This design comes from an exercise in tuning for small area and a short achievable clock period on the open sky130 flow, not from production work.
Where RTL was checked, it was by simulation tests only, not by an equivalence proof against the original.
Function not checked in runs 1 to 4: the RTL went through the layout flow alone.
Power figures rest on the tool's default switching activity, not on a simulated workload.

### flow/config.mk
export PLATFORM = sky130hd
export DESIGN_NAME = kojisan_scale
export DESIGN_NICKNAME = kojisan_scale
export VERILOG_FILES = /design/flow/design.v
export SDC_FILE = /design/flow/constraint.sdc
export NUM_CORES = 4
export LEC_CHECK = 0
export CAP_MARGIN = 20
export CORE_MARGIN = 2
export CORE_UTILIZATION = 40
export SLEW_MARGIN = 20
### flow/constraint.sdc
create_clock -name core_clock -period 10.0 [get_ports {clk}]
set_input_delay 2.0000 -clock core_clock [delete_from_list [all_inputs] [get_ports {clk}]]
set_output_delay 2.0000 -clock core_clock [all_outputs]
set_load 0.01 [all_outputs]
### flow/design.v
module kojisan_scale (
    input  wire        clk,
    input  wire        rst,
    input  wire        in_valid,
    input  wire        in_sel,
    input  wire [15:0] in_raw,
    output reg         out_valid,
    output reg         out_sel,
    output reg  [31:0] out_q
);
    reg [15:0] r1; reg s1, v1;
    reg [20:0] p2; reg s2, v2;
    reg [23:0] n3; reg s3, v3;
    wire [18:0] p5  = {1'b0, r1, 2'b00} + {3'b000, r1};
    wire [20:0] p25 = {p5, 2'b00} + {2'b00, p5};
    wire [23:0] n = s2 ? {1'b0, p2, 2'b00} : ({p2, 3'b000} - {3'b000, p2});
    wire [56:0] w = {1'b0, n3, 8'd0, n3} + {17'd0, n3, 16'd0}
                  + (s3 ? 57'h000000001000000 : 57'h1d3000001000000);
    always @(posedge clk) begin
        if (rst) begin v1 <= 1'b0; v2 <= 1'b0; v3 <= 1'b0; out_valid <= 1'b0; end
        else begin v1 <= in_valid; v2 <= v1; v3 <= v2; out_valid <= v3; end
        r1 <= in_raw; s1 <= in_sel;
        p2 <= p25;    s2 <= s1;
        n3 <= n;      s3 <= s2;
        out_q <= w[56:25]; out_sel <= s3;
    end
endmodule
### flow/run.sh
#!/bin/bash
# synth_recipe.tcl (not shown) runs the flow's synth.tcl, then flattens the netlist and writes it again
# the make line also repeats each setting of config.mk as NAME=value (left out here)
make -C /OpenROAD-flow-scripts/flow DESIGN_CONFIG=/design/flow/config.mk WORK_HOME=/design/flow/orfs CLKGATE_MAP_FILE= SYNTH_SCRIPT=/design/flow/synth_recipe.tcl finish
==> summary.txt, run 1 <==
- The total power is approximately 2.5 mW.
- The clock tree from TritonCTS is done.
- The layout overhead on the synthesized area is 16.3%.
- The clock-pin slew on the worst setup and hold paths is approximately 0.07 ns.
- STA classifies the critical path startpoint as a flop.
- Summed over all cells, the static leakage comes to a little over 3 nW.
- Across the whole layout, storage elements account for 2020 um2.
- The final weighted congestion of routability-driven global placement is 0.932.
- The ratio of routed vias to standard cells is ~5.3.
- The count of final max-slew check failures is 0.
- The largest net degree at the start of global routing is 52.
- The number of standard cells in the layout, taps in and fillers out is 920.
- The total CTS buffers is 9.
- In this run the worst setup path begins at r1[3].
- The worst hold path begins at s1.
- After detailed placement, the total cell area comes to approximately 6700 um2.
- By area the synthesized netlist is led by sky130_fd_sc_hd__dfxtp_1, sky130_fd_sc_hd__ha_1, sky130_fd_sc_hd__xnor2_1.
- For the pin with the worst max-slew slack, the measured transition is between 0.7 and 0.8 ns.
- The number of levels in the clock H-tree is 3.
- Data arrives at the worst endpoint at 4.24 ns.
- The root cell of the clock tree is sky130_fd_sc_hd__clkbuf_16.
- The finished cells cover between 6000 and 7000 um2.
- Summed over all failing endpoints, the final setup total negative slack is 0 ns.
- The category of the worst setup path capture point is a flop.
- In the final routed layout, each cell accounts on average for 13.7 um.
- The relative slew slack is between 50% and 60%.
- Setup repair after global routing left no endpoint under its margin.
- The number of gates resized after CTS was 0.
- The die span in x is between 100 and 150 um.
- The number of flops mapped to enable cells by yosys is 0.
- The final critical delay including setup and external delays is roughly 4 ns.
- The detailed placement HPWL is 10.0 mm.
- The area enclosed by the die boundary is around 16000 um2.
- The most common cell in the synthesized netlist is sky130_fd_sc_hd__dfxtp_1.
- The number of nets in the layout is just over 800.
- The global-route wire length before repair is 21.8 mm.
- The highest clock rate is approximately 250 MHz.
- The utilization after layout is 47.8%.
- Summing every instance area after synthesis gives 5990 um2.
- In this run the power density over the cells is approximately 360 nW/um2.
- Detailed routing inserted a total of approximately 4900 vias.
- VDD sags by at most 0.143 mV.
- The share of async-settable or async-resettable flops after synthesis is 0%.
- The number of global-route vias before repair is ~4800.
- For this block, the routed nets add up to approximately 13 mm of wire.
- In this run the vertical extent of the chip is around 130 um.
- For this run, the total global-route usage over all layers was measured as roughly 16%.
- The core region is about 15000 um2.
- The data required time at the worst endpoint is 10.28 ns.
- The number of synthesized register bits is 101.
- For this run, the number of Yosys warnings is 1.
- The average instance area after synthesis is approximately 8.7 um2.
- Of the available clock period, the critical path in the final layout requires between 30% and 40%.
- After detailed routing, the number of remaining DRC violations is 0.
- For the final database, setup skew stands at a little under 0.005 ns.
- 0 antenna diodes ended up in the layout.
- The deepest clock path buffer count is 2.
- The number of nets handed over by synthesis was 772.
- Input and output buffers added on the ports amount to 53.
- The cell type contributing the most total cell area after synthesis is sky130_fd_sc_hd__dfxtp_1.
- The reg-to-reg critical path startpoint is r1[3].
- The synthesized design devotes to its leading area cell type around 34% of total area.
- CTS saw 101 sinks.
- By count the netlist is led by sky130_fd_sc_hd__dfxtp_1, sky130_fd_sc_hd__ha_1, sky130_fd_sc_hd__nand2_1, sky130_fd_sc_hd__a21oi_1.
- The sequential-to-total area share from yosys stat is between 30% and 40%.
- The number of antenna violations at the first check in global routing is 0.
- In this run, placement finished with an instance count of about 900.
- The critical path is of the flop to flop type.
- The buffer count from post-CTS setup fixing is 0.
- The maximum net fanout on the critical path is 5.
- The total global routing overflow is 0.
- The most used flip-flop cell after synthesis is sky130_fd_sc_hd__dfxtp_1.
- The layout has approximately 1300 filler cells.
- Setup violations remaining at the end of the flow were counted as 0.
- The initial cell density of the core is around two fifths.
- The site row count is 44.
- The length of the first detailed-routing pass in iterations is 4.
- The number of hold buffers added after CTS was 0.
- After the first detailed-routing iteration, the DRC count stood at around 340.
- The number of different library cells used by synthesis comes to just over 60.
- The number of hold-slack violations in the final timing report is 0.
- Pin placement for this block handled between 50 and 60 I/O pins.
- The source-to-sink clock delay at the later pin of the worst-skew pair is 0.35 ns.
- The area of the multi-input gates is roughly 3700 um2.
- The path class of the tightest hold or removal check is flop to flop.
- The run finished with no timing, DRC or antenna violations.
- In the synthesized netlist, the number of instances is 687.
- Max-cap violations in this run came to 0.
- The layout cell share with drive strength beyond 1 is 3.80%.
- The count of nets left with antenna violations once routing finished came out at 0.
==> report_power, final <==
group	internal, mW	leakage (nW)	switching [mW]
Combinational	0.666	2.08	0.781
Clock	0.180	0.146	0.159
Sequential	0.570	0.851	0.124
==> cell families after synthesis <==
kind of cell	after synthesis	share of synthesized area, %
compound gates	202	22.4
xor+xnor	69	10.1
fa+ha+maj	65	13.8
buf+inv	61	3.84
flops	101	33.7
mux	2	0.355
simple gates	187	15.8
==> area by class of cell <==
class / instances / share of cell area (%)
well taps: 184 / 3.30
flip-flops and latches: 101 / 29.0
multi-input cells: 525 / 53.7
clock buffers: 10 / 3.43
clock inverters: 6 / 0.736
repair buffers: 54 / 7.72
inverters: 40 / 2.15
==> sequential cells by signal, summed over array words and instances (netlist names), 16 cells and up <==
register and cells:
p2 21, out_q 32, r1 16, n3 24
==> routing by layer <==
layer	share of wire (%)	vias up	track usage, %
met2	48	118	28.2
met3	4.1	31	3.46
li1	-	2546	-
met4	3.9	0	8.40
met1	44	2165	19.1
met5	0	-	0
==> placed cells by master (no fill, tap or decap), drive strengths merged, types with 29 or more instances in the layout <==
cell type / n
a21oi: 54
a21o: 29
nor2: 43
nand2: 55
o21ai: 44
ha: 63
xnor2: 41
clkdlybuf4s50: 53
inv: 44
dfxtp: 101
==> worst max-delay path: stages (launching register included) <==
cell	delay, ns
sky130_fd_sc_hd__dfxtp_1	0.33
sky130_fd_sc_hd__ha_1	0.37
sky130_fd_sc_hd__a21o_1	0.21
sky130_fd_sc_hd__a21oi_1	0.18
sky130_fd_sc_hd__nand2_1	0.11
sky130_fd_sc_hd__a21o_1	0.18
sky130_fd_sc_hd__a21o_1	0.20
sky130_fd_sc_hd__and4_1	0.20
sky130_fd_sc_hd__a311o_1	0.36
sky130_fd_sc_hd__ha_1	0.38
sky130_fd_sc_hd__and3_1	0.20
sky130_fd_sc_hd__nand2_1	0.06
sky130_fd_sc_hd__o21ai_0	0.58
sky130_fd_sc_hd__a31oi_1	0.21
sky130_fd_sc_hd__a21oi_1	0.17
sky130_fd_sc_hd__a2bb2oi_1	0.15
==> worst paths after layout <==
path	slack, ns	to	cells past startpoint
setup / recovery	6.05	p2[20]	15
hold / removal	0.33	s2	0
setup reg to reg	6.05	p2[20]	15
hold reg to reg	0.33	s2	0
==> through the flow <==
step | setup WS [ns] | hold WS, ns
final | 6.05 | 0.330
after global routing | 5.72 | 0.357
after CTS | 6.08 | 0.334
after detailed placement | 6.12 | 0.317
after global placement | 6.25 | 0.311
after floorplan | 6.57 | 0.310
==> run 2, diff against run 1 <==
--- a/flow/config.mk
+++ b/flow/config.mk
@@ -5,6 +5,7 @@
 export SDC_FILE = /design/flow/constraint.sdc
 export NUM_CORES = 4
 export LEC_CHECK = 0
+export ABC_AREA = 1
 export CAP_MARGIN = 20
 export CORE_MARGIN = 2
 export CORE_UTILIZATION = 40
==> summary.txt, run 2 <==
- The worst hold path belongs to the class flop to flop.
- The length of the first detailed-routing pass in iterations was 5 (+1).
- The average instance area after synthesis is 6.71 um2 (-23%).
- The number of synthesized register bits was 101 (unchanged).
- The site row count is 48 (+9.1%).
- The detailed placement HPWL is 14.2 mm (+42%).
- The number of synthesis warnings is 1 (unchanged).
- The gate count of the mapped netlist was 1034 (+51%).
- The total global routing overflow is 0 (unchanged).
- The data required time at the worst endpoint is 8.00 ns (-2.28 ns).
- The number of routed nets with antenna violations is 0 (unchanged).
- The highest clock rate is 314 MHz (+24%).
- The critical path starts at out_sel.
- The ratio of routed vias to standard cells was 4.96 (-6.1%).
- Sorting the synthesized cells by area gives the leading types as sky130_fd_sc_hd__dfxtp_1, sky130_fd_sc_hd__nand2_1, sky130_fd_sc_hd__ha_1.
- The total power density per cell area is 335 nW/um2 (-5.8%).
- The number of hold-slack violations in the final timing report is 0 (unchanged).
- The tree is rooted in a sky130_fd_sc_hd__clkbuf_16.
- The number of diodes came to 0 (unchanged).
- The count of final max-slew check failures is 0 (unchanged).
- The number of flip-flops in the largest register is 32 (unchanged).
- The deepest clock path buffer count came to 2 (unchanged).
- In this run the most critical hold path is launched from s1.
- The area enclosed by the die boundary is 18400 um2 (+15%).
- The total CTS buffers was 9 (unchanged).
- The setup skew after layout is 0.00761 ns (+0.00270 ns).
- The biggest area contributor in the post-synthesis netlist is sky130_fd_sc_hd__dfxtp_1.
- Yosys instantiated no cell more often than sky130_fd_sc_hd__nand2_1.
- The library cell contributing the largest single delay on the critical path is sky130_fd_sc_hd__clkdlybuf4s50_1.
- The number of distinct library cell variants in the gate-level netlist after synthesis is 47 (-24%).
- The largest registers in the layout are out_q: 32 flops, n3: 24 flops, p2: 21 flops.
- The number of flops mapped to enable cells by yosys is 0 (unchanged).
- The initial cell density of the core came to 40.5% (-0.55 points).
- The global-route total usage across every layer is 19.8% (+3.4 points).
- The cell family contributing the most delay on the critical path is buffers and inverters.
- The net count of the mapped netlist is 1119 (+45%).
- The DRC violation total after the first TritonRoute iteration is 284 (-15%).
- The clock tree from TritonCTS is done.
- The total vias in the final route is 6556 (+35%).
- Walking the worst path, the cells encountered are clkdlybuf4s50_1.
- The final routed DRC violation total was 0 (unchanged).
- STA classifies the critical path startpoint as a flop.
- The global-route wire length before repair is 28.9 mm (+32%).
- The maximum VDD drop is 0.136 mV (-5.0%).
- The longest individual stage delay on the worst path is 0.53 ns (-0.05 ns).
- The buffer count from post-CTS setup fixing is 0 (unchanged).
- The relative slew slack is 64.1% (+12 points).
- The layout cell share with drive strength beyond 1 was 5.75% (+1.9 points).
- The count of boundary I/O pins is 54 (unchanged).
- The area of the multi-input gates came to 4310 um2 (+15%).
- The utilization after layout is 46.8% (-0.99 points).
- The largest net degree at the start of global routing is 31 (-40%).
- The height of the die is 136 um (+7.3%).
- The library cells used most frequently in the layout, excluding fill and tap cells, are sky130_fd_sc_hd__nand2_1, sky130_fd_sc_hd__inv_1, sky130_fd_sc_hd__dfxtp_1.
- The reg-to-reg critical path startpoint is r1[0].
- Counting instances in the post-synthesis netlist gives the leading cell types as sky130_fd_sc_hd__nand2_1, sky130_fd_sc_hd__inv_1, sky130_fd_sc_hd__dfxtp_1, sky130_fd_sc_hd__nor2_1, sky130_fd_sc_hd__nand3_1.
- The actual transition at the worst max-transition pin came to 0.538 ns (-0.173 ns).
- The source-to-sink clock delay at the later pin of the worst-skew pair is 0.35 ns (about the same).
- Setup repair after global routing left no endpoint under its margin.
- The cell area after synthesis is 6940 um2 (+16%).
- The share of async-settable or async-resettable flops after synthesis came to 0% (unchanged).
- The sum of negative setup slack is 0 ns (unchanged).
- The number of buffers and inverters on the critical path is 1 (+1).
- The number of filler instances in the final layout is 1824 (+36%).
- The count of instances resized after the clock tree is built is 0 (unchanged).
- The leading cell type in the layout, fill and taps excluded is sky130_fd_sc_hd__nand2_1.
- The final critical delay including setup and external delays is 3.19 ns (-0.765 ns).
- The arrival time at the worst endpoint came to 1.19 ns (-3.05 ns).
- The number of global-route vias before repair came to 6189 (+29%).
- The register with the most flip-flops is out_q.
- The area taken by flip-flops and latches was 2020 um2 (unchanged).
- The wire length per cell after detailed routing was 13.0 um (-5.1%).
- The number of levels in the clock H-tree is 3 (unchanged).
- The area growth from synthesis to layout is 15.5%.
- The class of the most critical setup path is flop to output port.
- The number of antenna violations at the first check in global routing is 0 (unchanged).
- The hold buffer count at cts is 0 (unchanged).
- The leakage power total is 4.04 nW (+31%).
- The most used flip-flop cell after synthesis is sky130_fd_sc_hd__dfxtp_1.
- The number of clock sinks is 101 (unchanged).
- The top cell type's share of synthesized area is 29.1% (-4.6 points).
- The core box area was 17100 um2 (+17%).
- The category of the worst setup path capture point is an output port.
- The sequential-to-total area share from yosys stat came to 29.1% (-4.6 points).
- The run finished with no timing, DRC or antenna violations.
- The die span in x came to 136 um (+7.3%).
- The max capacitance violation total is 0 (unchanged).
- The final weighted congestion of routability-driven global placement is 0.897 (-3.7%).
- The number of nets in the layout came to 1177 (+44%).
- The total detailed-routing wirelength is 17.2 mm (+36%).
- The number of endpoints failing setup at the final stage is 0 (unchanged).
- The maximum net fanout on the critical path is 1 (-4).
- The number of buffers inserted by port buffering is 53 (unchanged).
- The clock-pin slew on the worst setup and hold paths is 0.07 ns (about the same).
- The period utilization is 31.9% (-7.6 points).
[run 2: cell count changes after synthesis, sizes merged, moves of 12 or more]
cell and delta:
inv +109, nand2 +245, nand3 +67, xnor2 -31, nor3 +12, a21oi +13
a21o -26, nor2b -14, clkbuf -17, nor2 +56
[run 2: cell type report]
type | instances | area share (%)
clock buffer | 12 | 3.33
clock inverter | 3 | 0.234
inverter | 150 | 7.03
multi-input combinational | 775 | 53.8
sequential | 101 | 25.2
tap | 225 | 3.51
timing repair buffer | 55 | 6.81
[run 2: per-layer routing]
layer  wire [um]  share of wire [%]  GRT usage (%)  vias up
met5           0                  0              0        -
met4         866                5.0           10.4        0
met3         634                3.7           3.78       45
met2        8430                 49           35.1      154
met1        7280                 42           22.3     2915
li1            -                  -              -     3442
[run 2: kinds of logic after synthesis]
| group | share of synthesized area, % |
|---|---|
| xor+xnor | 6.06 |
| buf+inv | 8.69 |
| flops | 29.1 |
| fa+ha+maj | 11.9 |
| compound gates | 10.4 |
| simple gates | 33.8 |
[run 2: final timing paths]
kind / to / slack, ns / depth (start not counted)
hold / removal: s2 / 0.33 / 0
setup reg to reg: p2[16] / 6.87 / 17
setup / recovery: out_sel / 6.81 / 1
hold reg to reg: s2 / 0.33 / 0
[run 2: power breakdown]
part / internal, mW / total [mW] / switching (mW)
Combinational: 0.634 / 1.66 / 1.02
Clock: 0.188 / 0.336 / 0.149
Sequential: 0.567 / 0.691 / 0.124
Total: 1.39 / 2.68 / 1.29
[run 2: through the flow]
step	hold slack (ns)	area [um2]	instances	power (mW)	setup slack (ns)
after detailed placement	0.316	7730	1306	2.34	6.85
after CTS	0.332	8010	1321	2.69	6.78
after floorplan	0.310	6940	1034	1.86	7.20
final	0.329	8010	1321	2.68	6.81
after global placement	0.315	7730	1306	2.33	6.94
after global routing	0.346	8010	1321	2.95	6.46
[run 2: worst register-to-register path: stages (launching register included)]
cell and delay (ns):
sky130_fd_sc_hd__dfxtp_1 0.38, sky130_fd_sc_hd__ha_1 0.19, sky130_fd_sc_hd__inv_1 0.05, sky130_fd_sc_hd__fa_1 0.39
sky130_fd_sc_hd__o21ai_1 0.27, sky130_fd_sc_hd__a21oi_1 0.11, sky130_fd_sc_hd__o21ai_1 0.20, sky130_fd_sc_hd__xor2_1 0.23
sky130_fd_sc_hd__ha_1 0.32, sky130_fd_sc_hd__nand2_1 0.10, sky130_fd_sc_hd__inv_1 0.05, sky130_fd_sc_hd__a21oi_1 0.14
sky130_fd_sc_hd__nand2_1 0.12, sky130_fd_sc_hd__nand2_1 0.08, sky130_fd_sc_hd__nand3_1 0.09, sky130_fd_sc_hd__nand2_1 0.08
sky130_fd_sc_hd__nand2_1 0.06, sky130_fd_sc_hd__xor2_1 0.14
==> run 3, diff against run 2 <==
==> flow/flow/run.sh (new file) <==
#!/bin/bash
set -euo pipefail
export BUFFER_PORTS_ARGS="-buffer_cell sky130_fd_sc_hd__buf_2"
bash standard.sh finish > standard_flow.log 2>&1
==> flow/standard.sh (new file) <==
#!/bin/bash
# synth_recipe.tcl (not shown) runs the flow's synth.tcl, then flattens the netlist and writes it again
# the make line also repeats each setting of config.mk as NAME=value (left out here)
make -C /OpenROAD-flow-scripts/flow DESIGN_CONFIG=/design/flow/config.mk WORK_HOME=/design/flow/orfs CLKGATE_MAP_FILE= SYNTH_SCRIPT=/design/flow/synth_recipe.tcl "${@:-finish}"
removed: flow/run.sh
==> summary.txt, run 3 <==
- The run finished with no timing, DRC or antenna violations.
- The cell with the most instances after synthesis is sky130_fd_sc_hd__nand2_1.
- The leakage power total is 4.06 nW (+0.43%).
- The type of the worst min-delay path is flop to flop.
- The actual transition at the worst max-transition pin is 1.02 ns (+0.487 ns).
- The number of synthesized register bits was 101 (unchanged).
- In this run the most critical hold path is launched from s1.
- The sum of negative setup slack is 0 ns (unchanged).
- The switching power was 1.28 mW (-1.0%).
- The count of boundary I/O pins came to 54 (unchanged).
- The buffer count from post-CTS setup fixing is 0 (unchanged).
- STA classifies the critical path startpoint as a flop.
- The number of nets in the layout was 1175 (-0.17%).
- The total detailed-routing wirelength was 17.1 mm (-0.77%).
- The deepest clock path buffer count is 2 (unchanged).
- The end point of the worst hold path is s2.
- The global-route wire length before repair is 28.6 mm (-1.0%).
- The number of placed instances, taps included is 1304 (-0.15%).
- The final critical delay including setup and external delays is 3.12 ns (-0.0721 ns).
- The total CTS buffers is 9 (unchanged).
- By area the synthesized netlist is led by sky130_fd_sc_hd__dfxtp_1, sky130_fd_sc_hd__nand2_1, sky130_fd_sc_hd__ha_1.
- The max capacitance violation total is 0 (unchanged).
- The highest clock rate is 321 MHz (+2.3%).
- The utilization after layout came to 45.5% (-1.3 points).
- The number of hold-slack violations in the final timing report was 0 (unchanged).
- The total power density per cell area is 342 nW/um2 (+2.0%).
- The clock tree from TritonCTS is done.
- The wire length per cell after detailed routing is 12.9 um (-0.62%).
- The DRC violation total after the first TritonRoute iteration is 194 (-32%).
- The largest registers in the layout are out_q: 32 flops, n3: 24 flops, p2: 21 flops.
- The data required time at the worst endpoint is 10.24 ns (+2.24 ns).
- The number of levels in the clock H-tree is 3 (unchanged).
- The number of distinct library cell variants in the gate-level netlist after synthesis is 47 (unchanged).
- The largest net degree at the start of global routing is 34 (+9.7%).
- The final weighted congestion of routability-driven global placement came to 0.902 (+0.51%).
- In this run the critical register-to-register path is launched from r1[0].
- The number of synthesis warnings is 1 (unchanged).
- The number of diodes came to 0 (unchanged).
- The die span in x is 136 um (unchanged).
- The hold buffer count at cts was 0 (unchanged).
- The initial cell density of the core is 40.5% (unchanged).
- The number of routed nets with antenna violations is 0 (unchanged).
- The global-route total usage across every layer is 19.8% (about the same).
- The number of flip-flops in the largest register is 32 (unchanged).
- Setup repair after global routing left no endpoint under its margin.
- The maximum net fanout on the critical path is 5 (+4).
- The internal power component was 1.38 mW (-0.51%).
- The number of stages on the worst hold path is 0 (unchanged).
- The total power is 2.66 mW (-0.77%).
- out_q holds more flip-flops than any other register.
- The period utilization is 31.2% (-0.72 points).
- The setup skew after layout was 0.0108 ns (+0.00317 ns).
- The leading cell type in the layout, fill and taps excluded is sky130_fd_sc_hd__nand2_1.
- The ratio of routed vias to standard cells is 4.92 (-0.95%).
- The layout cell share with drive strength beyond 1 is 10.4% (+4.7 points).
- The power share of the combinational group is 59.1% (-2.6 points).
- In the layout the commonest cells are sky130_fd_sc_hd__nand2_1, sky130_fd_sc_hd__inv_1, sky130_fd_sc_hd__dfxtp_1.
- The fraction of power spent switching nets is 48.1% (-0.14 points).
- The number of buffers inserted by port buffering came to 53 (unchanged).
- The setup slack of the most critical reg-to-reg path is 6.88 ns (about the same).
- The worst-case reg-to-reg path depth is 17 (unchanged).
- The total vias in the final route is 6484 (-1.1%).
- After synthesis, the most frequently instantiated cells are sky130_fd_sc_hd__nand2_1, sky130_fd_sc_hd__inv_1, sky130_fd_sc_hd__dfxtp_1, sky130_fd_sc_hd__nor2_1, sky130_fd_sc_hd__nand3_1.
- The number of global-route vias before repair is 6251 (+1.0%).
- The cell area after synthesis came to 6940 um2 (unchanged).
- The number of antenna violations at the first check in global routing came to 0 (unchanged).
- The site row count is 48 (unchanged).
- The sequential group share of total power is 25.8% (about the same).
- In this run the clock root is driven by a sky130_fd_sc_hd__clkbuf_16.
- The gate count of the mapped netlist is 1034 (unchanged).
- The number of filler instances in the final layout was 1870 (+2.5%).
- The core box area is 17100 um2 (unchanged).
- The count of instances resized after the clock tree is built is 0 (unchanged).
- The number of flops mapped to enable cells by yosys is 0 (unchanged).
- The source-to-sink clock delay at the later pin of the worst-skew pair was 0.36 ns (about the same).
- The net count of the mapped netlist is 1119 (unchanged).
- The count of final max-slew check failures came to 0 (unchanged).
- From synthesis to final layout, the design area changed by 12.3%.
- The maximum VDD drop came to 0.140 mV (+3.5%).
- The number of clock sinks is 101 (unchanged).
- The total global routing overflow is 0 (unchanged).
- The height of the die is 136 um (unchanged).
- The top cell type's share of synthesized area is 29.1% (unchanged).
- Tracing the worst setup path back leads to its startpoint at r1[0].
- The sequential-to-total area share from yosys stat is 29.1% (unchanged).
- The share of async-settable or async-resettable flops after synthesis is 0% (unchanged).
- The detailed placement HPWL is 14.3 mm (+0.33%).
- The power share of the clock group came to 15.1% (+2.6 points).
- The post-detailed-placement cell area is 7450 um2 (-3.6%).
- The number of endpoints failing setup at the final stage is 0 (unchanged).
- The number of standard cells in the layout, taps in and fillers out was 1319 (-0.15%).
- The average instance area after synthesis came to 6.71 um2 (unchanged).
- The cell type contributing the most total cell area after synthesis is sky130_fd_sc_hd__dfxtp_1.
- The worst setup path is captured at a flop.
- The clock-pin slew on the worst setup and hold paths is 0.06 ns (about the same).
- The setup path with the least slack is of type flop to flop.
- The most used flip-flop cell after synthesis is sky130_fd_sc_hd__dfxtp_1.
- The relative slew slack came to 31.6% (-32 points).
- The arrival time at the worst endpoint is 3.36 ns (+2.17 ns).
- The length of the first detailed-routing pass in iterations was 5 (unchanged).
- The endpoint identified for the worst register-to-register timing path is p2[16].
- The area enclosed by the die boundary was 18400 um2 (unchanged).
- The post-layout instance area came to 7790 um2 (-2.7%).
- The final routed DRC violation total is 0 (unchanged).
-- run 3: cell count changes in the layout (fill, tap and decap cells not counted), moves of 2 or more --
| cell | delta |
|---|---|
| sky130_fd_sc_hd__buf_2 | +53 |
| sky130_fd_sc_hd__clkdlybuf4s50_1 | -53 |
| sky130_fd_sc_hd__bufinv_16 | +3 |
| sky130_fd_sc_hd__buf_4 | -2 |
| sky130_fd_sc_hd__clkbuf_8 | -2 |
| sky130_fd_sc_hd__clkinv_2 | -2 |
-- run 3: logic make-up (layout without fill, tap and decap cells) --
logic type      after synthesis  count (layout)  share of synthesized area (%)
fa+ha+maj                    65              65                           11.9
simple gates                532             532                           33.8
buf+inv                     158             218                           8.69
flops                       101             101                           29.1
xor+xnor                     48              48                           6.06
compound gates              130             130                           10.4
-- run 3: layout make-up --
cell class | instances | area [um2] | area share [%]
Clock inverter | 5 | 106 | 1.37
Inverter | 150 | 563 | 7.23
Tap cell | 225 | 282 | 3.61
Timing Repair Buffer | 53 | 265 | 3.40
Clock buffer | 10 | 239 | 3.07
Multi-Input combinational cell | 775 | 4310 | 55.4
Sequential cell | 101 | 2020 | 26.0
-- run 3: critical path, cell delays in order (launching register included) --
cell	delay [ns]
sky130_fd_sc_hd__dfxtp_1	0.38
sky130_fd_sc_hd__ha_1	0.19
sky130_fd_sc_hd__inv_1	0.05
sky130_fd_sc_hd__fa_1	0.39
sky130_fd_sc_hd__o21ai_1	0.27
sky130_fd_sc_hd__a21oi_1	0.10
sky130_fd_sc_hd__o21ai_1	0.20
sky130_fd_sc_hd__xor2_1	0.23
sky130_fd_sc_hd__ha_1	0.32
sky130_fd_sc_hd__nand2_1	0.10
sky130_fd_sc_hd__inv_1	0.05
sky130_fd_sc_hd__a21oi_1	0.14
sky130_fd_sc_hd__nand2_1	0.12
sky130_fd_sc_hd__nand2_1	0.08
sky130_fd_sc_hd__nand3_1	0.10
sky130_fd_sc_hd__nand2_1	0.08
sky130_fd_sc_hd__nand2_1	0.06
sky130_fd_sc_hd__xor2_1	0.13
-- run 3: worst max-delay path by stage --
stage | to | slack [ns] | depth (start not counted)
global route | p2[16] | 6.51 | 17
detailed placement | p2[16] | 6.87 | 17
finish | p2[16] | 6.88 | 17
floorplan | p2[16] | 7.20 | 17
global placement | p2[16] | 6.94 | 17
CTS | p2[16] | 6.85 | 17
-- run 3: through the flow --
stage	hold WS (ns)	worst slack, ns
2_1_floorplan	0.310	7.20
3_3_place_gp	0.315	6.94
3_5_place_dp	0.319	6.87
4_1_cts	0.335	6.85
5_1_grt	0.349	6.51
6_report	0.330	6.88
-- run 3: power groups by stage --
stage	registers (mW)	clock network (mW)	logic, mW
2_1_floorplan	0.675	0	1.19
3_3_place_gp	0.696	0	1.56
3_5_place_dp	0.698	0	1.57
4_1_cts	0.689	0.416	1.57
5_1_grt	0.707	0.431	1.79
6_report	0.687	0.403	1.57
-- run 3: layer usage --
layer	share of wire (%)	up-vias	GRT usage (%)
li1	-	3447	-
met1	42	2842	21.9
met5	0	-	0
met2	49	153	36.1
met3	4.3	42	2.99
met4	4.8	0	10.6
==> run 4, diff against run 3 <==
==> flow/flow/run.sh (replaced) <==
#!/bin/bash
set -euo pipefail
export BUFFER_PORTS_ARGS="-buffer_cell sky130_fd_sc_hd__buf_1"
bash standard.sh finish > standard_flow.log 2>&1
==> summary.txt, run 4 <==
- The category of the worst setup path capture point is a flop.
- The most critical setup path has its endpoint at p2[16].
- The sum of negative setup slack is 0 ns (unchanged).
- The average instance area after synthesis is 6.71 um2 (unchanged).
- The setup skew after layout is 0.00731 ns (-0.00347 ns).
- The count of instances resized after the clock tree is built is 0 (unchanged).
- The leakage power total is 3.90 nW (-3.7%).
- The height of the die came to 136 um (unchanged).
- The max capacitance violation total came to 0 (unchanged).
- The gate count of the mapped netlist came to 1034 (unchanged).
- The number of clock sinks is 101 (unchanged).
- The cell type contributing the most total cell area after synthesis is sky130_fd_sc_hd__dfxtp_1.
- The number of nets in the layout is 1177 (+0.17%).
- The top cell types in the final layout, fill and taps aside, are sky130_fd_sc_hd__nand2_1, sky130_fd_sc_hd__inv_1, sky130_fd_sc_hd__dfxtp_1.
- The post-layout instance area is 7710 um2 (-1.0%).
- The number of distinct library cell variants in the gate-level netlist after synthesis came to 47 (unchanged).
- Relative to the synthesized area, the layout overhead comes to 11.2%.
- The hold buffer count at cts is 0 (unchanged).
- The kind of cell with the highest combined delay on the critical path is adder cells.
- The number of filler instances in the final layout is 1843 (-1.4%).
- The count of cell instances traversed by the critical path is 17 (unchanged).
- The number of buffers and inverters on the critical path is 2 (unchanged).
- The largest registers in the layout are out_q: 32 flops, n3: 24 flops, p2: 21 flops.
- The critical path is of the flop to flop type.
- The relative slew slack was 65.1% (+33 points).
- The deepest clock path buffer count came to 2 (unchanged).
- The global-route total usage across every layer is 19.6% (-0.18 points).
- The maximum net fanout on the critical path came to 5 (unchanged).
- The worst-case reg-to-reg path depth is 17 (unchanged).
- The library cell used most frequently in the layout, excluding fill and tap cells, is sky130_fd_sc_hd__nand2_1.
- Setup repair after global routing left no endpoint under its margin.
- The sequential-to-total area share from yosys stat came to 29.1% (unchanged).
- The final-layout worst hold slack is 0.329 ns (-0.00130 ns).
- The setup slack of the most critical reg-to-reg path came to 6.91 ns (+0.03 ns).
- The detailed placement HPWL is 14.3 mm (about the same).
- Sorting the synthesized cells by how often they occur yields sky130_fd_sc_hd__nand2_1, sky130_fd_sc_hd__inv_1, sky130_fd_sc_hd__dfxtp_1, sky130_fd_sc_hd__nor2_1, sky130_fd_sc_hd__nand3_1.
- The top cell type's share of synthesized area was 29.1% (unchanged).
- The total vias in the final route is 6514 (+0.46%).
- The number of levels in the clock H-tree was 3 (unchanged).
- The clock-pin slew on the worst setup and hold paths is 0.07 ns (about the same).
- The post-detailed-placement cell area is 7390 um2 (-0.69%).
- The total power density per cell area is 339 nW/um2 (-0.69%).
- The endpoint of the lowest-slack register-to-register path is p2[16].
- The wire length per cell after detailed routing is 12.9 um (-0.38%).
- The number of diodes was 0 (unchanged).
- The global routing stage identified its most utilized layer as met2.
- The number of endpoints failing setup at the final stage is 0 (unchanged).
- The net count of the mapped netlist is 1119 (unchanged).
- The longest individual stage delay on the worst path was 0.39 ns (about the same).
- The register with the most flip-flops is out_q.
- The number of flops mapped to enable cells by yosys is 0 (unchanged).
- The length of the first detailed-routing pass in iterations is 4 (-1).
- The ratio of routed vias to standard cells is 4.93 (+0.23%).
- The met2 track demand over resource is 36.0% (-0.11 points).
- The total CTS buffers is 9 (unchanged).
- The final routed DRC violation total is 0 (unchanged).
- The number of antenna violations at the first check in global routing is 0 (unchanged).
- The root cell of the clock tree is sky130_fd_sc_hd__clkbuf_16.
- The data required time at the worst endpoint came to 10.24 ns (about the same).
- The run finished with no timing, DRC or antenna violations.
- The count of final max-slew check failures was 0 (unchanged).
- The buffer count from post-CTS setup fixing is 0 (unchanged).
- The cell area after synthesis is 6940 um2 (unchanged).
- The arrival time at the worst endpoint is 3.32 ns (-0.04 ns).
- sky130_fd_sc_hd__nand2_1 is the most common cell in the netlist.
- The clock tree from TritonCTS is done.
- The actual transition at the worst max-transition pin is 0.523 ns (-0.502 ns).
- The signal on the critical path passes through ha_1 -> inv_1 -> fa_1 -> o21ai_1 -> a21oi_1 -> o21ai_1 -> xor2_1 -> ha_1 -> nand2_1 -> inv_1 -> a21oi_1 -> nand2_1 -> nand2_1 -> nand3_1 -> nand2_1 -> nand2_1 -> xor2_1.
- The reg-to-reg critical path startpoint is r1[0].
- The number of synthesis warnings was 1 (unchanged).
- The library cell contributing the largest single delay on the critical path is sky130_fd_sc_hd__dfxtp_1.
- The total global routing overflow is 0 (unchanged).
- The beginning of the critical path is r1[0].
- The area enclosed by the die boundary is 18400 um2 (unchanged).
- The maximum VDD drop is 0.168 mV (+20%).
- The die span in x is 136 um (unchanged).
- The number of global-route vias before repair came to 6225 (-0.42%).
- The number of flip-flops in the largest register is 32 (unchanged).
- The number of buffers inserted by port buffering is 53 (unchanged).
- The source-to-sink clock delay at the later pin of the worst-skew pair came to 0.35 ns (about the same).
- The fraction of met1 tracks used by global routing is 21.2% (-0.67 points).
- The total power came to 2.62 mW (-1.7%).
- The highest clock rate is 324 MHz (+0.93%).
- The share of async-settable or async-resettable flops after synthesis was 0% (unchanged).
- By area the synthesized netlist is led by sky130_fd_sc_hd__dfxtp_1, sky130_fd_sc_hd__nand2_1, sky130_fd_sc_hd__ha_1.
- The period utilization is 30.9% (-0.29 points).
- The critical path's most frequent cell is sky130_fd_sc_hd__nand2_1.
- The largest net degree at the start of global routing came to 34 (unchanged).
- The DRC violation total after the first TritonRoute iteration came to 273 (+41%).
- The total detailed-routing wirelength is 17.1 mm (-0.15%).
- The core box area came to 17100 um2 (unchanged).
- The initial cell density of the core is 40.5% (unchanged).
- The number of routed nets with antenna violations was 0 (unchanged).
- STA classifies the critical path startpoint as a flop.
- The min-delay analysis places its worst path in the category flop to flop.
- The global-route wire length before repair is 28.4 mm (-0.82%).
- The count of boundary I/O pins is 54 (unchanged).
- The layout cell share with drive strength beyond 1 is 5.83% (-4.6 points).
- The site row count was 48 (unchanged).
- The global routing met3 resource utilization is 4.34% (+1.3 points).
- The final weighted congestion of routability-driven global placement is 0.879 (-2.6%).
- The number of hold-slack violations in the final timing report came to 0 (unchanged).
- The most used flip-flop cell after synthesis is sky130_fd_sc_hd__dfxtp_1.
- The final critical delay including setup and external delays is 3.09 ns (-0.0288 ns).
- The number of synthesized register bits is 101 (unchanged).
[run 4: final cells by class]
cell class	instances	area [um2]	share of cell area [%]
sequential	101	2020	26.2
timing repair buffer	55	214	2.77
inverter	150	563	7.30
clock buffer	11	253	3.28
tap	225	282	3.65
clock inverter	5	66.3	0.860
multi-input combinational	775	4310	55.9
[run 4: worst min path at each step]
stage / startpoint / to / slack, ns / cells past startpoint
after floorplan: s1 / s2 / 0.31 / 0
after global placement: s1 / s2 / 0.31 / 0
after detailed placement: s1 / s2 / 0.31 / 0
after CTS: s1 / s2 / 0.33 / 0
after global routing: s1 / s2 / 0.35 / 0
final: s1 / s2 / 0.33 / 0
[run 4: kinds of logic (layout without fill, tap and decap cells)]
logic type,Yosys count,after routing,synth area share (%)
AND/OR/NAND/NOR,532,532,33.8
buffers and inverters,158,221,8.69
adder cells (fa/ha/maj),65,65,11.9
XOR/XNOR,48,48,6.06
flip-flops,101,101,29.1
AO/OA/AOI/OAI,130,130,10.4
[run 4: per-stage QoR]
stage | worst slack [ns] | utilization (%) | cells
2_1_floorplan | 7.20 | - | 1034
3_3_place_gp | 6.96 | 43.2 | 1306
3_5_place_dp | 6.89 | 43.2 | 1306
4_1_cts | 6.86 | 45.1 | 1322
5_1_grt | 6.57 | 45.1 | 1322
6_report | 6.91 | 45.1 | 1322
[run 4: layer usage]
metal	vias up	wire [um]
met5	-	0
met4	0	728
met3	41	651
met2	131	8420
met1	2897	7250
li1	3445	-
[run 4: power by group]
| group | total (mW) | switching, mW | internal (mW) |
|---|---|---|---|
| Sequential | 0.690 | 0.123 | 0.567 |
| Clock | 0.370 | 0.159 | 0.211 |
| Combinational | 1.56 | 1.01 | 0.546 |
| Total | 2.62 | 1.29 | 1.32 |
==> run 5, diff against run 4 <==
--- a/flow/design.v
+++ b/flow/design.v
@@ -11,8 +11,7 @@
     reg [15:0] r1; reg s1, v1;
     reg [20:0] p2; reg s2, v2;
     reg [23:0] n3; reg s3, v3;
-    wire [18:0] p5  = {1'b0, r1, 2'b00} + {3'b000, r1};
-    wire [20:0] p25 = {p5, 2'b00} + {2'b00, p5};
+    wire [20:0] p25 = {1'b0, r1, 4'b0000} + {2'b00, r1, 3'b000} + {5'b00000, r1};
     wire [23:0] n = s2 ? {1'b0, p2, 2'b00} : ({p2, 3'b000} - {3'b000, p2});
     wire [56:0] w = {1'b0, n3, 8'd0, n3} + {17'd0, n3, 16'd0}
                   + (s3 ? 57'h000000001000000 : 57'h1d3000001000000);
==> summary.txt, run 5 <==
- The final routed DRC violation total is 0 (unchanged).
- The buffer count from post-CTS setup fixing was 0 (unchanged).
- The number of buffers inserted by port buffering was 53 (unchanged).
- The maximum VDD drop was 0.131 mV (-22%).
- The worst setup path is of the flop to output port kind.
- The detailed placement HPWL came to 13.0 mm (-8.9%).
- The final critical delay including setup and external delays is 2.82 ns (-0.266 ns).
- The number of global-route vias before repair is 5401 (-13%).
- The leakage power total is 3.76 nW (-3.6%).
- The net count of the mapped netlist was 1054 (-5.8%).
- The arrival time at the worst endpoint is 0.82 ns (-2.50 ns).
- The length of the first detailed-routing pass in iterations was 7 (+3).
- The number of clock sinks is 101 (unchanged).
- The number of routed nets with antenna violations came to 0 (unchanged).
- The most used flip-flop cell after synthesis is sky130_fd_sc_hd__dfxtp_1.
- The area enclosed by the die boundary is 17300 um2 (-5.9%).
- The total CTS buffers came to 9 (unchanged).
- The initial cell density of the core is 41.0% (+0.50 points).
- The number of flip-flops in the largest register is 32 (unchanged).
- The worst hold path startpoint is s1.
- The number of diodes is 0 (unchanged).
- In this run the critical register-to-register path is captured at p2[14].
- The layout cell share with drive strength beyond 1 is 4.95% (-0.88 points).
- The period utilization is 28.2% (-2.7 points).
- The DRC violation total after the first TritonRoute iteration is 338 (+24%).
- The longest individual stage delay on the worst path is 0.32 ns (-0.07 ns).
- The end point of the worst hold path is s2.
- The share of async-settable or async-resettable flops after synthesis was 0% (unchanged).
- By area the synthesized netlist is led by sky130_fd_sc_hd__dfxtp_1, sky130_fd_sc_hd__nand2_1, sky130_fd_sc_hd__ha_1.
- The library cell contributing the largest single delay on the critical path is sky130_fd_sc_hd__dfxtp_1.
- By count the netlist is led by sky130_fd_sc_hd__nand2_1, sky130_fd_sc_hd__inv_1, sky130_fd_sc_hd__nor2_1, sky130_fd_sc_hd__dfxtp_1, sky130_fd_sc_hd__nand3_1.
- Leaving out fill and tap cells, the most frequent cell in the layout is sky130_fd_sc_hd__nand2_1.
- The setup slack of the most critical reg-to-reg path is 7.57 ns (+0.66 ns).
- The largest net degree at the start of global routing is 30 (-12%).
- STA classifies the critical path startpoint as a flop.
- The run finished with no timing, DRC or antenna violations.
- The setup skew after layout is 0.0122 ns (+0.00485 ns).
- The worst-case reg-to-reg path depth is 11 (-6).
- The cell with the most instances after synthesis is sky130_fd_sc_hd__nand2_1.
- The number of levels in the clock H-tree is 3 (unchanged).
- The wire length per cell after detailed routing was 12.7 um (-1.8%).
- The total vias in the final route is 5778 (-11%).
- The type of the worst min-delay path is flop to flop.
- The cell sitting at the root of the clock tree is a sky130_fd_sc_hd__clkbuf_16.
- The sequential-to-total area share from yosys stat is 31.0% (+1.9 points).
- The count of instances resized after the clock tree is built is 0 (unchanged).
- The number of endpoints failing setup at the final stage was 0 (unchanged).
- The number of stages on the worst hold path is 0 (unchanged).
- The number of synthesized register bits is 101 (unchanged).
- The clock tree from TritonCTS is done.
- The number of synthesis warnings is 1 (unchanged).
- The cell type contributing the most total cell area after synthesis is sky130_fd_sc_hd__dfxtp_1.
- The ratio of routed vias to standard cells is 4.64 (-5.9%).
- The source-to-sink clock delay at the later pin of the worst-skew pair was 0.36 ns (about the same).
- The cell area after synthesis is 6520 um2 (-6.0%).
- The count of cell instances traversed by the critical path was 1 (-16).
- The kind of cell with the highest combined delay on the critical path is flip-flops.
- The max capacitance violation total is 0 (unchanged).
- The layout overhead on the synthesized area is 11.0%.
- The number of filler instances in the final layout came to 1692 (-8.2%).
- The signal on the critical path passes through buf_1.
- The count of boundary I/O pins is 54 (unchanged).
- Setup repair after global routing left no endpoint under its margin.
- The count of final max-slew check failures is 0 (unchanged).
- The maximum net fanout on the critical path is 1 (-4).
- The average instance area after synthesis is 6.74 um2 (+0.37%).
- The global-route total usage across every layer is 18.9% (-0.68 points).
- The utilization after layout is 45.6% (+0.51 points).
- The number of hold-slack violations in the final timing report was 0 (unchanged).
- The die span in x is 132 um (-3.0%).
- The core box area is 15900 um2 (-7.2%).
- The area taken by flip-flops and latches is 2020 um2 (unchanged).
- The highest clock rate is 354 MHz (+9.4%).
- The actual transition at the worst max-transition pin is 0.996 ns (+0.473 ns).
- The site row count is 46 (-4.2%).
- The number of flops mapped to enable cells by yosys is 0 (unchanged).
- The total global routing overflow is 0 (unchanged).
- The largest registers in the layout are out_q: 32 flops, n3: 24 flops, p2: 21 flops.
- The register with the most flip-flops is out_q.
- The total detailed-routing wirelength was 15.8 mm (-7.4%).
- The relative slew slack was 33.5% (-32 points).
- The sum of negative setup slack came to 0 ns (unchanged).
- The data required time at the worst endpoint came to 8.00 ns (-2.24 ns).
- The deepest clock path buffer count was 2 (unchanged).
- The reg-to-reg critical path startpoint is r1[4].
- Leaving out fill and tap cells, the most frequent cells in the layout are sky130_fd_sc_hd__nand2_1, sky130_fd_sc_hd__inv_1, sky130_fd_sc_hd__nor2_1.
- The gate count of the mapped netlist is 968 (-6.4%).
- The hold buffer count at cts is 0 (unchanged).
- The top cell type's share of synthesized area is 31.0% (+1.9 points).
- The height of the die is 132 um (-3.0%).
- The clock-pin slew on the worst setup and hold paths is 0.07 ns (about the same).
- The area of the multi-input gates is 3880 um2 (-9.9%).
- The final weighted congestion of routability-driven global placement is 0.939 (+6.8%).
- The number of buffers and inverters on the critical path is 1 (-1).
- The global-route wire length before repair is 26.1 mm (-7.9%).
- The number of nets in the layout is 1111 (-5.6%).
- The total power density per cell area is 311 nW/um2 (-8.3%).
- The number of distinct library cell variants in the gate-level netlist after synthesis is 39 (-17%).
- The worst setup path is captured at an output port.
- The number of antenna violations at the first check in global routing is 0 (unchanged).
-- run 5: changes by cell type after synthesis, moves of 8 or more --
cell	previous run	this run
sky130_fd_sc_hd__nand3_1	76	62
sky130_fd_sc_hd__ha_1	63	53
sky130_fd_sc_hd__a21oi_1	64	39
sky130_fd_sc_hd__xor2_1	38	22
sky130_fd_sc_hd__fa_1	2	13
sky130_fd_sc_hd__nor3_1	17	9
sky130_fd_sc_hd__nand2_1	289	304
sky130_fd_sc_hd__nor2_1	89	107
-- run 5: worst max path at each step --
stage | to | startpoint | slack (ns)
floorplan | out_q[0] | out_q[0] | 7.67
global placement | out_q[10] | out_q[10] | 7.57
detailed placement | out_q[26] | out_q[26] | 7.55
CTS | out_q[26] | out_q[26] | 7.16
global route | out_q[1] | out_q[1] | 7.13
finish | out_q[26] | out_q[26] | 7.18
-- run 5: power breakdown --
part / switching (mW) / internal (mW) / total, mW
Clock: 0.155 / 0.177 / 0.332
Combinational: 0.817 / 0.433 / 1.25
Sequential: 0.119 / 0.550 / 0.669
Total: 1.09 / 1.16 / 2.25
-- run 5: kinds of logic after synthesis --
kind of cell,count (synthesis),synth area share (%)
AO/OA/AOI/OAI,88,7.60
adder cells (fa/ha/maj),66,14.2
XOR/XNOR,27,3.63
buffers and inverters,160,9.40
AND/OR/NAND/NOR,526,34.2
flip-flops,101,31.0
-- run 5: area by class of cell --
cell class | instances | area share (%)
multi-input combinational | 707 | 53.7
tap | 216 | 3.73
sequential | 101 | 27.9
clock buffer | 10 | 3.30
inverter | 152 | 7.88
clock inverter | 6 | 0.639
timing repair buffer | 54 | 2.85
-- run 5: through the flow --
| step | instance area (um2) | cells | power [mW] | hold WS [ns] | setup WS [ns] |
|---|---|---|---|---|---|
| after global routing | 7240 | 1246 | 2.49 | 0.338 | 7.13 |
| final | 7240 | 1246 | 2.25 | 0.333 | 7.18 |
| after global placement | 6950 | 1230 | 1.92 | 0.313 | 7.57 |
| after CTS | 7240 | 1246 | 2.26 | 0.336 | 7.16 |
| after floorplan | 6520 | 968 | 1.60 | 0.310 | 7.67 |
| after detailed placement | 6950 | 1230 | 1.92 | 0.319 | 7.55 |
-- run 5: layer usage --
metal  GRT usage [%]  up-vias  wire [um]
met4            8.39        0        554
met3            3.24       29        672
met5               0        -          0
met2            33.0      142       7550
met1            22.7     2459       7010
li1                -     3148          -
==> run 6, diff against run 5 <==
--- a/flow/config.mk
+++ b/flow/config.mk
@@ -5,7 +5,6 @@
 export SDC_FILE = /design/flow/constraint.sdc
 export NUM_CORES = 4
 export LEC_CHECK = 0
-export ABC_AREA = 1
 export CAP_MARGIN = 20
 export CORE_MARGIN = 2
 export CORE_UTILIZATION = 40
==> summary.txt, run 6 <==
- The reg-to-reg critical path startpoint is r1[4].
- The post-route worst setup slack is 7.01 ns (-0.170 ns).
- The die span in x is 120 um (-8.7%).
- The core box area came to 13200 um2 (-17%).
- The count of instances resized after the clock tree is built was 0 (unchanged).
- In the final layout, the registers with the most flip-flops are out_q: 32 flops, n3: 24 flops, p2: 21 flops.
- The number of buffers inserted by port buffering came to 53 (unchanged).
- out_q holds more flip-flops than any other register.
- The net count of the mapped netlist is 671 (-36%).
- The wire length per cell after detailed routing is 12.6 um (-0.74%).
- The deepest clock path buffer count is 2 (unchanged).
- The total CTS buffers is 9 (unchanged).
- The number of distinct library cell variants in the gate-level netlist after synthesis is 58 (+49%).
- The number of routed nets with antenna violations was 0 (unchanged).
- The buffer count from post-CTS setup fixing is 0 (unchanged).
- The total global routing overflow is 0 (unchanged).
- The arrival time at the worst endpoint is 3.22 ns (+2.40 ns).
- The global-route wire length before repair is 17.9 mm (-32%).
- The number of synthesis warnings is 1 (unchanged).
- The length of the first detailed-routing pass in iterations is 4 (-3).
- The final weighted congestion of routability-driven global placement is 0.917 (-2.3%).
- The total detailed-routing wirelength came to 10.3 mm (-35%).
- The commonest cells after synthesis are sky130_fd_sc_hd__dfxtp_1, sky130_fd_sc_hd__nand2_1, sky130_fd_sc_hd__ha_1, sky130_fd_sc_hd__a21oi_1.
- The number of global-route vias before repair is 3983 (-26%).
- The ratio of routed vias to standard cells is 4.95 (+6.7%).
- The gate count of the mapped netlist was 585 (-40%).
- The hold buffer count at cts came to 0 (unchanged).
- The category of the worst setup path capture point is a flop.
- The site row count came to 42 (-8.7%).
- The number of diodes is 0 (unchanged).
- The layout cell share with drive strength beyond 1 is 4.83% (-0.12 points).
- The share of async-settable or async-resettable flops after synthesis is 0% (unchanged).
- Leaving out fill and tap cells, the most frequent cell in the layout is sky130_fd_sc_hd__dfxtp_1.
- The post-detailed-placement cell area is 5780 um2 (-17%).
- The actual transition at the worst max-transition pin is 0.448 ns (-0.548 ns).
- The beginning of the critical path is r1[4].
- The setup slack of the most critical reg-to-reg path is 7.01 ns (-0.56 ns).
- The endpoint of the lowest-slack register-to-register path is p2[14].
- The end point of the worst hold path is s2.
- The number of levels in the clock H-tree is 3 (unchanged).
- The most common cell in the synthesized netlist is sky130_fd_sc_hd__dfxtp_1.
- The total vias in the final route was 4046 (-30%).
- The average instance area after synthesis was 9.23 um2 (+37%).
- The count of final max-slew check failures is 0 (unchanged).
- By area the synthesized netlist is led by sky130_fd_sc_hd__dfxtp_1, sky130_fd_sc_hd__ha_1, sky130_fd_sc_hd__xnor2_1.
- The class of the most critical setup path is flop to flop.
- The number of flip-flops in the largest register is 32 (unchanged).
- The root cell of the clock tree is sky130_fd_sc_hd__clkbuf_16.
- The final routed DRC violation total is 0 (unchanged).
- The data required time at the worst endpoint is 10.23 ns (+2.23 ns).
- The sequential-to-total area share from yosys stat is 37.4% (+6.4 points).
- The setup skew after layout is 0.00818 ns (-0.00399 ns).
- The initial cell density of the core was 40.9% (-0.10 points).
- The run finished with no timing, DRC or antenna violations.
- Among all flip-flop cells after synthesis, the most frequent one is sky130_fd_sc_hd__dfxtp_1.
- The number of filler instances in the final layout is 1302 (-23%).
- The top cell type's share of synthesized area is 37.4% (+6.4 points).
- The worst setup slack after placement came to 7.03 ns (-0.526 ns).
- The max capacitance violation total was 0 (unchanged).
- The final-layout worst hold slack is 0.328 ns (-0.00535 ns).
- The period utilization is 29.9% (+1.7 points).
- The final critical delay including setup and external delays is 2.99 ns (+0.170 ns).
- The maximum VDD drop came to 0.156 mV (+19%).
- The number of endpoints failing setup at the final stage was 0 (unchanged).
- STA classifies the critical path startpoint as a flop.
- The area enclosed by the die boundary is 14400 um2 (-17%).
- The source-to-sink clock delay at the later pin of the worst-skew pair came to 0.35 ns (about the same).
- The maximum net fanout on the critical path is 3 (+2).
- From synthesis to final layout, the design area changed by 12.6%.
- The largest net degree at the start of global routing is 50 (+67%).
- The number of flops mapped to enable cells by yosys was 0 (unchanged).
- The number of nets in the layout is 723 (-35%).
- The number of placed instances, taps included came to 802 (-35%).
- TritonCTS built the clock tree.
- The worst hold path begins at s1.
- The number of standard cells in the layout, taps in and fillers out is 818 (-34%).
- The number of stages on the worst hold path was 0 (unchanged).
- The count of boundary I/O pins is 54 (unchanged).
- The number of clock sinks is 101 (unchanged).
- The leakage power total came to 2.59 nW (-31%).
- In the layout the commonest cells are sky130_fd_sc_hd__dfxtp_1, sky130_fd_sc_hd__nand2_1, sky130_fd_sc_hd__ha_1, sky130_fd_sc_hd__buf_1, sky130_fd_sc_hd__a21oi_1.
- The worst-case reg-to-reg path depth came to 10 (-1).
- The clock-pin slew on the worst setup and hold paths was 0.06 ns (about the same).
- The highest clock rate is 334 MHz (-5.7%).
- The global-route total usage across every layer is 15.4% (-3.5 points).
- The number of hold-slack violations in the final timing report is 0 (unchanged).
- The total power density per cell area is 335 nW/um2 (+7.6%).
- The post-layout instance area is 6080 um2 (-16%).
- The sum of negative setup slack is 0 ns (unchanged).
- The detailed placement HPWL came to 8.27 mm (-37%).
- The relative slew slack is 69.7% (+36 points).
- The number of antenna violations at the first check in global routing came to 0 (unchanged).
- The number of synthesized register bits came to 101 (unchanged).
- The type of the worst min-delay path is flop to flop.
- The DRC violation total after the first TritonRoute iteration is 270 (-20%).
- The height of the die is 120 um (-8.7%).
- The cell area after synthesis is 5400 um2 (-17%).
- Setup repair after global routing left no endpoint under its margin.
- Summed over all instances, the cell type with the most area after synthesis is sky130_fd_sc_hd__dfxtp_1.
[run 6: cell count changes after synthesis, moves of 6 or more]
cell                       change
sky130_fd_sc_hd__nand2_2       -8
sky130_fd_sc_hd__inv_1       -108
sky130_fd_sc_hd__xnor2_1      +26
sky130_fd_sc_hd__nand3_1      -52
sky130_fd_sc_hd__nor2_1       -75
sky130_fd_sc_hd__nand2_1     -243
sky130_fd_sc_hd__nand3b_1      -6
sky130_fd_sc_hd__nor2b_1      +13
sky130_fd_sc_hd__a21oi_1      +11
sky130_fd_sc_hd__inv_2         -7
sky130_fd_sc_hd__a31oi_1       +6
sky130_fd_sc_hd__o21ai_0      +11
sky130_fd_sc_hd__clkbuf_1      +6
sky130_fd_sc_hd__nand2b_1      +7
[run 6: worst max-delay path, cell delays in order, from the launching register on]
cell	delay, ns
sky130_fd_sc_hd__dfxtp_1	0.44
sky130_fd_sc_hd__fa_1	0.43
sky130_fd_sc_hd__ha_1	0.24
sky130_fd_sc_hd__fa_1	0.41
sky130_fd_sc_hd__a21o_1	0.19
sky130_fd_sc_hd__a21o_1	0.19
sky130_fd_sc_hd__a21oi_1	0.20
sky130_fd_sc_hd__o21ai_1	0.14
sky130_fd_sc_hd__a21oi_1	0.28
sky130_fd_sc_hd__nor3_1	0.07
sky130_fd_sc_hd__a311o_1	0.28
[run 6: worst max path at each step]
stage,depth (start not counted),endpoint,slack [ns]
after floorplan,10,p2[14],7.23
after global placement,10,p2[14],7.08
after detailed placement,10,p2[14],7.03
after CTS,10,p2[14],7.00
after global routing,10,p2[14],6.82
final,10,p2[14],7.01
[run 6: cell type report]
class,instances,area (um2),area share (%)
Clock inverter,7,80.1,1.32
Inverter,36,135,2.22
Timing Repair Buffer,54,206,3.40
Multi-Input combinational cell,435,3190,52.5
Tap cell,176,220,3.62
Clock buffer,9,225,3.70
Sequential cell,101,2020,33.3
[run 6: metrics by stage]
step                utilization (%)  total power, mW
CTS                            46.1             2.05
finish                         46.1             2.03
floorplan                         -             1.45
detailed placement             43.8             1.69
global route                   46.1             2.21
global placement               43.8             1.67
[run 6: layer usage]
layer	track usage [%]	up-vias	wire, um
li1	-	2139	-
met1	18.8	1786	4700
met2	25.1	104	4720
met3	4.20	17	547
met4	7.35	0	317
met5	0	-	0
[run 6: cell families (layout without fill, tap and decap cells)]
group / Yosys count / count (layout) / share of synthesized area, %
compound gates: 155 / 155 / 18.3
xor+xnor: 56 / 56 / 9.08
buf+inv: 49 / 106 / 3.45
flops: 101 / 101 / 37.4
fa+ha+maj: 66 / 66 / 17.1
simple gates: 157 / 157 / 14.4
mux: 1 / 1 / 0.185
[run 6: power by group]
part           internal [mW]  switching [mW]  total, mW  leakage (nW)
clock network          0.198           0.151      0.349         0.149
registers              0.553           0.112      0.665         0.851
logic                  0.436           0.584       1.02          1.60
total                   1.19           0.848       2.03          2.59
==> run 7, diff against run 6 <==
--- a/flow/config.mk
+++ b/flow/config.mk
@@ -7,5 +7,5 @@
 export LEC_CHECK = 0
 export CAP_MARGIN = 20
 export CORE_MARGIN = 2
-export CORE_UTILIZATION = 40
+export CORE_UTILIZATION = 60
 export SLEW_MARGIN = 20
==> summary.txt, run 7 <==
- The top cell type's share of synthesized area is 37.4% (unchanged).
- The number of synthesized register bits is 101 (unchanged).
- The type of the worst min-delay path is flop to flop.
- By startpoint and endpoint, the worst setup path is classified as flop to flop.
- The largest net degree at the start of global routing came to 50 (unchanged).
- The count of boundary I/O pins is 54 (unchanged).
- The hold buffer count at cts was 0 (unchanged).
- The source-to-sink clock delay at the later pin of the worst-skew pair is 0.37 ns (+0.02 ns).
- The deepest clock path buffer count is 2 (unchanged).
- The power share of the combinational group is 52.7% (+2.5 points).
- The final routed DRC violation total is 0 (unchanged).
- The number of buffers inserted by port buffering is 53 (unchanged).
- The number of endpoints failing setup at the final stage came to 0 (unchanged).
- The clock-pin slew on the worst setup and hold paths is 0.11 ns (+0.05 ns).
- The number of flops mapped to enable cells by yosys is 0 (unchanged).
- The total global routing overflow is 0 (unchanged).
- The fraction of power spent switching nets came to 43.8% (+2.1 points).
- The cell area after synthesis is 5400 um2 (unchanged).
- The max capacitance violation total is 0 (unchanged).
- The leakage power total is 2.55 nW (-1.8%).
- The net count of the mapped netlist is 671 (unchanged).
- The post-detailed-placement cell area is 5690 um2 (-1.5%).
- The number of antenna violations at the first check in global routing came to 0 (unchanged).
- The sequential-to-total area share from yosys stat is 37.4% (unchanged).
- The number of routed nets with antenna violations is 0 (unchanged).
- The DRC violation total after the first TritonRoute iteration is 196 (-27%).
- The ratio of routed vias to standard cells is 5.55 (+12%).
- sky130_fd_sc_hd__dfxtp_1 takes more of the synthesized area than any other cell.
- Walking the worst path, the cells encountered are fa_1 -> ha_1 -> fa_1 -> a21o_1 -> a21o_1 -> a21oi_1 -> o21ai_1 -> a21oi_1 -> nor3_1 -> a311o_1.
- The die span in x is 98.9 um (-18%).
- The worst setup slack after placement is 7.00 ns (-0.0255 ns).
- The count of instances resized after the clock tree is built is 0 (unchanged).
- The final critical delay including setup and external delays was 3.02 ns (+0.0305 ns).
- The switching power was 0.847 mW (about the same).
- The highest clock rate is 331 MHz (-1.0%).
- The global-route total usage across every layer is 21.2% (+5.8 points).
- The launching element type of the critical path is a flop.
- The height of the die is 98.9 um (-18%).
- The number of diodes is 0 (unchanged).
- The clock tree from TritonCTS is done.
- The total CTS buffers came to 9 (unchanged).
- The maximum net fanout on the critical path was 3 (unchanged).
- The area enclosed by the die boundary is 9780 um2 (-32%).
- The global-route wire length before repair came to 17.0 mm (-4.8%).
- The wire length per cell after detailed routing came to 13.5 um (+7.1%).
- The number of global-route vias before repair is 3893 (-2.3%).
- In the synthesized netlist the dominant register cell turns out to be sky130_fd_sc_hd__dfxtp_1.
- The area taken by flip-flops and latches came to 2020 um2 (unchanged).
- The count of final max-slew check failures is 0 (unchanged).
- Ranked by total cell area, the synthesized netlist is headed by sky130_fd_sc_hd__dfxtp_1, sky130_fd_sc_hd__ha_1, sky130_fd_sc_hd__xnor2_1.
- The number of hold-slack violations in the final timing report is 0 (unchanged).
- The post-layout instance area came to 5890 um2 (-3.2%).
- The longest individual stage delay on the worst path is 0.45 ns (about the same).
- The number of filler instances in the final layout is 730 (-44%).
- On the critical path, the stage with the largest delay is an instance of sky130_fd_sc_hd__dfxtp_1.
- In the post-synthesis netlist, the cell with the most instances is sky130_fd_sc_hd__dfxtp_1.
- The number of nets in the layout is 723 (unchanged).
- The number of distinct library cell variants in the gate-level netlist after synthesis came to 58 (unchanged).
- The gate count of the mapped netlist came to 585 (unchanged).
- The flow ran to the end and the layout has no timing, DRC or antenna violations.
- The setup skew after layout is 0.0152 ns (+0.00704 ns).
- The number of flip-flops in the largest register was 32 (unchanged).
- The number of clock sinks is 101 (unchanged).
- The sum of negative setup slack came to 0 ns (unchanged).
- The total vias in the final route was 4159 (+2.8%).
- The period utilization is 30.2% (+0.31 points).
- The total power density per cell area came to 329 nW/um2 (-1.8%).
- The largest registers in the layout are out_q: 32 flops, n3: 24 flops, p2: 21 flops.
- The actual transition at the worst max-transition pin is 0.536 ns (+0.0882 ns).
- The core box area is 8720 um2 (-34%).
- The category of the worst setup path capture point is a flop.
- The number of levels in the clock H-tree is 3 (unchanged).
- The length of the first detailed-routing pass in iterations was 5 (+1).
- The final weighted congestion of routability-driven global placement came to 0.937 (+2.2%).
- The utilization after layout is 67.5% (+21 points).
- The share of async-settable or async-resettable flops after synthesis is 0% (unchanged).
- The commonest cells after synthesis are sky130_fd_sc_hd__dfxtp_1, sky130_fd_sc_hd__nand2_1, sky130_fd_sc_hd__ha_1, sky130_fd_sc_hd__a21oi_1.
- The buffer count from post-CTS setup fixing is 0 (unchanged).
- The leading cell type in the layout, fill and taps excluded is sky130_fd_sc_hd__dfxtp_1.
- The area of the multi-input gates is 3190 um2 (unchanged).
- The relative slew slack is 63.8% (-6.0 points).
- The detailed placement HPWL is 7.93 mm (-4.1%).
- The final-layout worst hold slack is 0.335 ns (+0.00676 ns).
- The sequential group share of total power is 34.3% (+1.6 points).
- The internal power component is 1.09 mW (-8.4%).
- The arrival time at the worst endpoint is 3.27 ns (+0.05 ns).
- The data required time at the worst endpoint is 10.25 ns (+0.02 ns).
- The average instance area after synthesis is 9.23 um2 (unchanged).
- Counting flops per register, the top entry is out_q.
- The initial cell density of the core is 61.9% (+21 points).
- In this run the clock root is driven by a sky130_fd_sc_hd__clkbuf_8.
- The area growth from synthesis to layout is 9.04%.
- The site row count came to 34 (-19%).
- The layout cell share with drive strength beyond 1 came to 4.83% (unchanged).
- The library cells used most frequently in the layout, excluding fill and tap cells, are sky130_fd_sc_hd__dfxtp_1, sky130_fd_sc_hd__nand2_1, sky130_fd_sc_hd__ha_1, sky130_fd_sc_hd__buf_1, sky130_fd_sc_hd__a21oi_1.
- The number of synthesis warnings was 1 (unchanged).
- Setup repair after global routing left no endpoint under its margin.
- The maximum VDD drop was 0.118 mV (-24%).
- The total detailed-routing wirelength is 10.1 mm (-1.8%).
- The post-route worst setup slack is 6.98 ns (-0.0305 ns).
- The power share of the clock group came to 13.0% (-4.1 points).
[run 7: cell counts after synthesis]
No cell type changed its count.
[run 7: cell families after synthesis]
| kind of cell | share of synthesized area (%) |
|---|---|
| muxes | 0.185 |
| buffers and inverters | 3.45 |
| and+or+nand+nor | 14.4 |
| AOI/OAI and AO/OA | 18.3 |
| xor gates and xnor gates | 9.08 |
| DFF | 37.4 |
| adders and majority gates | 17.1 |
[run 7: final cells by class]
cell class | instances | area share, %
Clock buffer | 9 | 2.10
Clock inverter | 7 | 1.25
Tap cell | 108 | 2.29
Multi-Input combinational cell | 435 | 54.2
Inverter | 36 | 2.29
Sequential cell | 101 | 34.3
Timing Repair Buffer | 54 | 3.51
[run 7: critical path: cells and delay by family, from the launching register on]
family | cells | cell delay [ns]
AOI/OAI and AO/OA | 6 | 1.32
adders and majority gates | 3 | 1.06
DFF | 1 | 0.45
and+or+nand+nor | 1 | 0.07
[run 7: metrics by stage]
step	power [mW]	instances
6_report	1.94	750
4_1_cts	1.94	750
3_5_place_dp	1.68	734
5_1_grt	2.10	750
3_3_place_gp	1.66	734
2_1_floorplan	1.45	585
[run 7: final timing paths]
kind	startpoint	to	slack [ns]	depth (start not counted)
setup / recovery	r1[4]	p2[14]	6.98	10
hold / removal	s1	s2	0.33	0
setup reg to reg	r1[4]	p2[14]	6.98	10
hold reg to reg	s1	s2	0.33	0
[run 7: per-layer routing]
layer	track usage, %	vias up	wire [um]
met5	0	-	0
met4	7.48	0	187
met3	4.33	17	410
met2	37.9	107	4990
met1	25.3	1883	4520
li1	-	2152	-
[run 7: power by group through the flow]
stage / combinational (mW) / sequential [mW] / clock (mW)
2_1_floorplan: 0.794 / 0.661 / 0
3_3_place_gp: 0.994 / 0.670 / 0
3_5_place_dp: 1.01 / 0.672 / 0
4_1_cts: 1.02 / 0.663 / 0.261
5_1_grt: 1.15 / 0.679 / 0.273
6_report: 1.02 / 0.663 / 0.252

==> static timing again, ports no longer ideal <==
No port has a modelled driver above. Below, the same layouts with a new extraction and two added sets of constraints. Step 1 sets driving cells, clkbuf_16 on the clock port and buf_2 on the other inputs (assumed; they add their load-dependent delay and slew). Step 2 also shifts input and output timing later by t, the mid clock arrival at the registers, as if the neighbouring blocks saw the same clock. Three values: no drivers, after step 1, after step 2; two values: the first two.
run	shift t [ns]	setup slack, ns	latest minus earliest clock arrival (ns)	slew at the worst register clock pin (ns)	worst data-port slew with drivers (ns)
run 1	0.391	6.048 / 6.048 / 6.048	0.005 / 0.005	0.07 / 0.07	0.03
run 2	0.391	6.812 / 6.769 / 6.870	0.008 / 0.008	0.07 / 0.07	0.03
run 3	0.399	6.884 / 6.884 / 6.884	0.010 / 0.010	0.07 / 0.07	0.03
run 4	0.391	6.913 / 6.913 / 6.913	0.010 / 0.010	0.07 / 0.07	0.03
run 5	0.397	7.179 / 7.137 / 7.534	0.012 / 0.012	0.07 / 0.07	0.03
run 6	0.385	7.008 / 7.008 / 7.008	0.009 / 0.008	0.07 / 0.07	0.03
run 7	0.398	6.978 / 6.978 / 6.978	0.016 / 0.016	0.11 / 0.11	0.03
After both steps every run listed still meets setup and hold.
